This design comes from an exercise in tuning for small area, a short achievable clock period and few clock cycles per item on the open sky130 flow, not from production work.
The RTL of this run was laid out without a check of its function.
Power figures rest on the tool's default switching activity, not on a simulated workload.

### flow/config.mk
export PLATFORM = sky130hd
export DESIGN_NAME = frame_encoder
export DESIGN_NICKNAME = frame_encoder
export VERILOG_FILES = /design/flow/design.v
export SDC_FILE = /design/flow/constraint.sdc
export NUM_CORES = 4
export LEC_CHECK = 0
export ABC_AREA = 1
export CAP_MARGIN = 20
export CORE_MARGIN = 2
export CORE_UTILIZATION = 40
export PLACE_DENSITY = 0.6
export SETUP_SLACK_MARGIN = 3.5
export SLEW_MARGIN = 20
### flow/run.sh
#!/bin/bash
# synth_recipe.tcl (not shown) runs the flow's synth.tcl, then flattens the netlist and writes it again
# the make line also repeats each setting of config.mk as NAME=value (left out here)
make -C /OpenROAD-flow-scripts/flow DESIGN_CONFIG=/design/flow/config.mk WORK_HOME=/design/flow/orfs CLKGATE_MAP_FILE= SYNTH_SCRIPT=/design/flow/synth_recipe.tcl finish
### flow/constraint.sdc
create_clock -name core_clock -period 6.0 [get_ports {clk}]
set_input_delay 1.2000 -clock core_clock [delete_from_list [all_inputs] [get_ports {clk}]]
set_output_delay 1.2000 -clock core_clock [all_outputs]
set_load 0.01 [all_outputs]
### flow/design.v
module frame_encoder #(
    parameter MAX_LEN = 64
) (
    input  wire       clk,
    input  wire       rst,
    input  wire       in_valid,
    output reg        in_ready,
    input  wire [7:0] in_data,
    input  wire       in_last,
    input  wire       in_corrupt,
    output reg        out_valid,
    input  wire       out_ready,
    output reg  [7:0] out_data,
    output reg        out_last
);
    localparam DEPTH = 64;
    localparam AW    = 6;
    function [15:0] crc_step(input [15:0] c, input [7:0] b);
        reg [7:0] x;
        begin
            x = c[15:8] ^ b;
            x = x ^ (x >> 4);
            crc_step = (c << 8) ^ ({8'd0, x} << 12) ^ ({8'd0, x} << 5) ^ {8'd0, x};
        end
    endfunction
    reg [7:0]    buffer [0:DEPTH-1];
    reg          h_valid;
    reg  [7:0]   h_data;
    reg          h_zero;
    reg          h_last;
    reg          h_corrupt;
    reg          proc;        
    reg          space;       
    reg          fin1, fin2, fin3;   
    reg          i_first;     
    reg          in_idx;      
    reg  [AW:0]  wr_ptr;
    reg  [AW:0]  cm_ptr;      
    reg  [AW-1:0] pend_ptr;   
    reg          pend_head;   
    reg  [6:0]   code;        
    reg  [15:0]  crc;
    reg          corrupt;     
    reg          lo_z, hi_z;  
    reg  [6:0]   d_code0 [0:1];
    reg  [1:0]   d_c0v;
    reg  [1:0]   d_done;
    reg  [1:0]   d_busy;
    reg          o_open, o_code0, o_data;
    reg          out_idx;
    reg  [AW:0]  rd_ptr;
    reg  [7:0]   rd_lo;       
    reg  [7:0]   rd_hi;       
    reg  [AW:0]  avail;       
    reg          rd_last;     
    reg  [AW:0]  o_end;       
    wire out_free = !out_valid || out_ready;
    wire in_fire  = in_valid && in_ready;
    wire [15:0] crc_nx  = crc_step(crc, h_data);
    wire        t_hi    = fin1 ^ !corrupt;
    wire       fin_b  = (fin1 || fin2) && space;
    wire       b_val  = proc || fin_b;
    wire       b_zero = proc ? h_zero : (t_hi ? hi_z : lo_z);
    wire [7:0] b_data = proc ? h_data : (t_hi ? crc[15:8] : crc[7:0]);
    wire we_wr = b_val && !b_zero;
    wire we_pd = ((b_val && b_zero) || fin3) && !pend_head;
    wire [7:0] w_data = we_wr ? b_data : {1'b0, code};
    integer i;
    always @(posedge clk) begin
        for (i = 0; i < DEPTH; i = i + 1)
            if ((we_wr && wr_ptr[AW-1:0] == i) || (we_pd && pend_ptr == i))
                buffer[i] <= w_data;
    end
    reg  [7:0] rd_byte;
    reg  [7:0] rd_row;
    integer j;
    always @* begin
        rd_byte = 8'h00;
        for (j = 0; j < 8; j = j + 1) begin
            rd_row = 8'h00;
            for (i = 0; i < 8; i = i + 1)
                rd_row = rd_row | (buffer[8*j+i] & {8{rd_lo[i]}});
            rd_byte = rd_byte | (rd_row & {8{rd_hi[j]}});
        end
    end
    wire       o_done   = d_done[out_idx];
    wire       o_empty  = (avail == {{AW{1'b0}}, rd_last});
    wire       o_close  = o_data && out_free && o_done && o_empty;
    wire       o_read   = o_data && out_free && !o_empty;
    wire        last_b    = proc && h_last;
    wire        fin1_n    = last_b || (fin1 && !space);
    wire        fin2_n    = (fin1 && space) || (fin2 && !space);
    wire        fin3_n    = fin2 && space;
    wire        load_n    = !fin1_n && !fin2_n && !fin3_n;
    wire        i_first_n = fin3 || (i_first && !proc);
    wire        in_idx_n  = in_idx ^ fin3;
    reg  [1:0]  d_busy_n;
    always @* begin
        d_busy_n = d_busy;
        if (o_close) d_busy_n[out_idx] = 1'b0;
        if (proc && i_first) d_busy_n[in_idx] = 1'b1;
    end
    wire [AW:0] wr_ptr_n  = wr_ptr + b_val;
    wire        h_valid_n = in_fire || (h_valid && !proc);
    wire [AW:0] count     = wr_ptr - rd_ptr;      
    wire        space_n   = b_val ? (!count[AW] && count[AW-1:0] != {AW{1'b1}})
                                  : !count[AW];
    wire        proc_ok_n = load_n && space_n && !(i_first_n && d_busy[in_idx_n]);
    wire        fin_here  = fin3 && (in_idx == out_idx);
    wire [AW:0] lim       = fin_here ? wr_ptr :
                            d_done[out_idx] ? o_end : cm_ptr;
    wire [AW:0] avail_n   = lim - rd_ptr;
    always @(posedge clk) begin
        if (rst) begin
            h_valid   <= 1'b0;
            in_ready  <= 1'b1;
            proc      <= 1'b0;
            space     <= 1'b1;
            fin1      <= 1'b0;
            fin2      <= 1'b0;
            fin3      <= 1'b0;
            i_first   <= 1'b1;
            in_idx    <= 1'b0;
            wr_ptr    <= 0;
            cm_ptr    <= 0;
            pend_head <= 1'b1;
            code      <= 7'd1;
            crc       <= 16'hFFFF;
            d_c0v     <= 2'b00;
            d_done    <= 2'b00;
            d_busy    <= 2'b00;
            o_open    <= 1'b1;
            o_code0   <= 1'b0;
            o_data    <= 1'b0;
            out_idx   <= 1'b0;
            rd_ptr    <= 0;
            rd_lo     <= 8'd1;
            rd_hi     <= 8'd1;
            avail     <= 0;
            rd_last   <= 1'b0;
            out_valid <= 1'b0;
            out_data  <= 8'h00;
            out_last  <= 1'b0;
        end else begin
            if (in_fire) begin
                h_data    <= in_data;
                h_zero    <= (in_data == 8'h00);
                h_last    <= in_last;
                h_corrupt <= in_corrupt;
            end
            h_valid  <= h_valid_n;
            in_ready <= !h_valid_n || proc_ok_n;
            proc     <= h_valid_n && proc_ok_n;
            avail    <= avail_n;
            rd_last  <= o_read;
            space    <= space_n;
            fin1     <= fin1_n;
            fin2     <= fin2_n;
            fin3     <= fin3_n;
            i_first  <= i_first_n;
            in_idx   <= in_idx_n;
            wr_ptr   <= wr_ptr_n;
            d_busy   <= d_busy_n;
            if (proc) begin
                crc  <= crc_nx;
                lo_z <= (crc_nx[7:0] == 8'h00);
                hi_z <= (crc_nx[15:8] == 8'h00);
                if (h_last) corrupt <= h_corrupt;
            end
            if (b_val) begin
                if (b_zero) begin
                    if (pend_head) begin
                        d_code0[in_idx] <= code;
                        d_c0v[in_idx]   <= 1'b1;
                    end
                    pend_ptr  <= wr_ptr[AW-1:0];
                    pend_head <= 1'b0;
                    cm_ptr    <= wr_ptr;
                    code      <= 7'd1;
                end else begin
                    code <= code + 7'd1;
                end
            end
            if (fin3) begin
                if (pend_head) begin
                    d_code0[in_idx] <= code;
                    d_c0v[in_idx]   <= 1'b1;
                end
                cm_ptr         <= wr_ptr;
                d_done[in_idx] <= 1'b1;
                pend_head      <= 1'b1;
                code           <= 7'd1;
                crc            <= 16'hFFFF;
            end
            if (out_valid && out_ready) out_valid <= 1'b0;
            if (o_open && d_busy[out_idx] && out_free) begin
                out_valid <= 1'b1;
                out_data  <= 8'h00;
                out_last  <= 1'b0;
                o_open    <= 1'b0;
                o_code0   <= 1'b1;
            end
            if (o_code0 && d_c0v[out_idx] && out_free) begin
                out_valid <= 1'b1;
                out_data  <= {1'b0, d_code0[out_idx]};
                out_last  <= 1'b0;
                o_code0   <= 1'b0;
                o_data    <= 1'b1;
            end
            if (o_close) begin
                out_valid       <= 1'b1;
                out_data        <= 8'h00;
                out_last        <= 1'b1;
                d_c0v[out_idx]  <= 1'b0;
                d_done[out_idx] <= 1'b0;
                out_idx         <= !out_idx;
                o_data          <= 1'b0;
                o_open          <= 1'b1;
            end else if (o_read) begin
                out_valid <= 1'b1;
                out_data  <= rd_byte;
                out_last  <= 1'b0;
                rd_ptr    <= rd_ptr + 1'b1;
                rd_lo     <= {rd_lo[6:0], rd_lo[7]};
                if (rd_lo[7]) rd_hi <= {rd_hi[6:0], rd_hi[7]};
            end
            if (fin_here)
                o_end <= wr_ptr;
            else if (o_close)
                o_end <= (fin3 && in_idx != out_idx) ? wr_ptr : cm_ptr;
        end
    end
endmodule
==> results.txt <==
[per-layer routing]
layer	vias up	part of all wire, %	wire length (um)	GRT usage (%)
met4	0	3.1	2310	6.98
met1	9115	44	32300	28.7
met5	-	0	0	0
li1	8997	-	-	-
met3	158	6.6	4890	3.85
met2	609	47	34300	33.7
[final timing paths]
kind	slack [ps]	cells after the start	end	startpoint
worst min-delay path	420	0	corrupt	h_corrupt
worst min register to register	420	0	corrupt	h_corrupt
worst max-delay path	3480	7	o_end[4]	out_ready
worst max register to register	3570	15	avail[4]	out_idx
[what timing repair did]
item,4_1_cts,5_1_grt
resized for setup,160,36
pin swaps,26,3
setup buffers,36,7
endpoints found under the setup margin,1113,732
cloned,2,2
[per-stage QoR]
stage / hold WS (ps) / total power, uW / utilization, %
5_1_grt: 425 / 10400 / 47.5
4_1_cts: 418 / 10100 / 47.2
3_3_place_gp: 405 / 5990 / 42.3
6_report: 417 / 10100 / 47.5
2_1_floorplan: 400 / 5700 / -
3_5_place_dp: 405 / 6010 / 42.3
[kinds of logic after synthesis]
| family | share of synthesized area, % |
|---|---|
| multiplexers | 0.289 |
| XOR/XNOR | 0.965 |
| buffers and inverters | 3.36 |
| adder cells (fa/ha/maj) | 0.882 |
| flip-flops | 68.2 |
| AND/OR/NAND/NOR | 22.1 |
| AO/OA/AOI/OAI | 4.21 |
[cell usage in the layout (no fill, tap or decap), types with 18 or more instances in the layout]
master | Yosys | routed
nor2_1 | 269 | 263
edfxtp_1 | 553 | 553
clkbuf_16 | 0 | 73
xor2_1 | 18 | 18
inv_1 | 100 | 93
nand3_1 | 106 | 104
nand2_1 | 1125 | 1112
a21oi_1 | 62 | 61
dfxtp_1 | 99 | 79
clkbuf_1 | 42 | 26
buf_12 | 0 | 24
buf_4 | 1 | 44
o21ai_0 | 104 | 78
o21ai_4 | 0 | 48
[registers in the layout, indices dropped and copies added, names as in the netlist, 2 cells and up, named ones only]
signal / flops
avail: 7
buffer: 512
cm_ptr: 7
code: 7
crc: 16
d_busy: 2
d_c0v: 2
d_code0: 14
d_done: 2
h_data: 8
o_end: 7
out_data: 8
pend_ptr: 6
rd_hi: 8
rd_lo: 8
rd_ptr: 7
wr_ptr: 7
[power breakdown]
part / internal, uW / switching [uW]
sequential: 5120 / 62.0
clock: 2340 / 1730
combinational: 208 / 588
[layout make-up]
class                      instances  area [um^2]
clock buffer                     102         1940
clock inverter                    21          181
fill                            6034        35300
inverter                         106          462
multi-input combinational       1805         8410
sequential                       652        18600
tap                              873         1090
timing repair buffer             103         1200
timing repair inverter             2         16.3
==> results.txt <==
- For the final database, setup skew stands at 30.2 ps.
- The post-CTS clock slew at the launch and capture registers of the worst setup and hold paths is 60 ps.
- The net count after synthesis is 2,699.
- In the synthesized netlist, the cells that appear most often are nand2_1, edfxtp_1, nor2_1.
- The most used flip-flop cell after synthesis is edfxtp_1.
- The max-capacitance violation count is 0.
- The number of different library cells used by synthesis comes to 38.
- The starting density of the core is 40.5%.
- The post-place instance area is 28,400 um^2.
- The number of buffer and inverter stages on the critical path is 3.
- Summed over all failing endpoints, the final setup total negative slack is 0 ps.
- The largest total area in the synthesized netlist belongs to edfxtp_1.
- The normalized max-slew margin is 32.4%.
- The number of antenna violations at the first check in global routing came to 0.
- Along the worst path, the maximum fanout reaches 7.
- Power spread over the standard cell area amounts to 315 nW/um^2.
- The clock period minus final worst setup slack is 2520 ps.
- The proportion of netlist area held by the largest area contributor is 61.0%.
- The detailed-route wire length is 73,800 um.
- The signal on the critical path passes through clkdlybuf4s50_1, inv_1, nand2_1, nand2_1, nor3_1, inv_2, a21oi_4.
- The cell at the slowest stage of the critical path is clkdlybuf4s50_1.
- At the pin with the least slew margin, the transition time is 1010 ps.
- Once placement completed, the tool counted placed cells totaling 3,494.
- The number of global-route vias before repair is 18,400.
- The capturing element type of the critical path is a register.
- Counting flops with a built-in enable in the synthesized netlist gives 553.
- In this run the count of I/O pins placed on the die edge is 25.
- The worst path uses 42.0% of the clock period.
- The CTS sink count is 652.
- The clock tree from TritonCTS is done.
- The synthesized cell area is 27,200 um^2.
- Setup violations remaining at the end of the flow were counted as 0.
- VDD sags by at most 0.223 mV.
- Setup repair after global routing could not meet its margin everywhere.
- The clock latency at the later pin of the worst-skew pair is 620 ps.
- The cell seen most often among critical-path stages is nand2_1.
- The type of the worst min-delay path is reg -> reg.
- The share of the yosys chip area belonging to registers is 68.2%.
- The type of the setup path with the least slack is in -> reg.
- The vertical die dimension is 265 um.
- The cell count after synthesis came out at 2,667.
- The post-detailed-route via-to-cell ratio is 5.15.
- The post-route netlist has 10.9% of its cells at a drive strength greater than 1.
- The largest single stage delay on the critical path is 470 ps.
- Entering global routing, the biggest net connects 67 pins.
- Routability-driven placement finished with a final weighted congestion of 0.917.
- For this run the aggregate overflow at the end of global routing stands at 0.
- The global-route wire length before repair is 111,000 um.
- The estimated wirelength of the detail-placed design is 44,500 um.
- The family with the most delay on the worst path is buffers and inverters.
- Global routing consumed, over all layers together, 20.9% of the routing resources.
- In this run the standard cell core region covers 67,300 um^2.
- The area added between synthesis and finish is 17.2%.
- The count of input and output buffers is 24.
- The number of CTS-inserted buffers is 69.
- The final route contains 18,900 vias.
- The final layout contains 2,771 nets.
- The post-route antenna net violation count is 0.
- The die boundary width is 265 um.
- The total leakage power is 0.0123 uW.
- Ranked by total cell area, the synthesized netlist is headed by edfxtp_1, nand2_1, dfxtp_1.
- The count of routing violations after the opening detailed-route iteration is 1,579.
- STA classifies the critical path startpoint as a primary input.
- The clock tree root buffer cell is clkbuf_16.
- The number of DRC violations after detailed routing is 0.
- Across all setup checks in the final design, the least slack found is 3480 ps.
- At the worst endpoint, the required time is 6270 ps.
- In the synthesized netlist the async set-or-reset flop fraction comes to 0%.
- The floorplan step defined a die boundary enclosing 70,200 um^2.
- The number of pins exceeding their max-slew limit in the final report is 0.
- The fmax is 0.397 GHz.
- The final hold violation count is 0.
- The post-layout instance area is 31,900 um^2.
- Data on the critical path arrives at its endpoint at 2800 ps.
- The library cell with the highest instance count after synthesis is nand2_1.
- The H-tree was split into 3 levels.
- The Yosys step of the flow raised 2 warnings.
- The number of detailed-route iterations in the first pass is 5.
- The count of cells in the finished layout, fillers not included, comes to 3,664.
- The floorplan has 95 rows.
- At the placement stage, the worst setup path has a slack of 2380 ps.
- The repair_antennas step left the layout with diodes totalling 0.
- The average instance in the mapped netlist occupies 10.2 um^2.
- The flip-flop and latch count after synthesis is 652.
- The run finished with no timing, DRC or antenna violations.
- Buffers inserted to repair hold after CTS numbered 0.
- The deepest clock path buffer count is 3.
- The detailed-route wire length per cell is 20.1 um.

==> re-timing with driven ports <==
No port has a modelled driver above. Below, the same layout with a new extraction and two added sets of constraints.
Step 1 assumes that a clkbuf_16 drives the clock port and a buf_2 every other input.
Step 2 also shifts input and output timing later by t, the mid clock arrival at the registers, as if the neighbouring blocks saw the same clock.
Slacks: ideal ports / drivers / drivers and shift; pairs: ideal ports / drivers.
t, ns: 0.668
setup WS [ns]: 3.479 / 3.481 / 2.851
slew at the worst register clock pin (ns): 0.06 / 0.06
After both steps this run still meets setup and hold. The setup slack of this run moves by +0.002 ns with the drivers and by -0.628 ns with both steps.
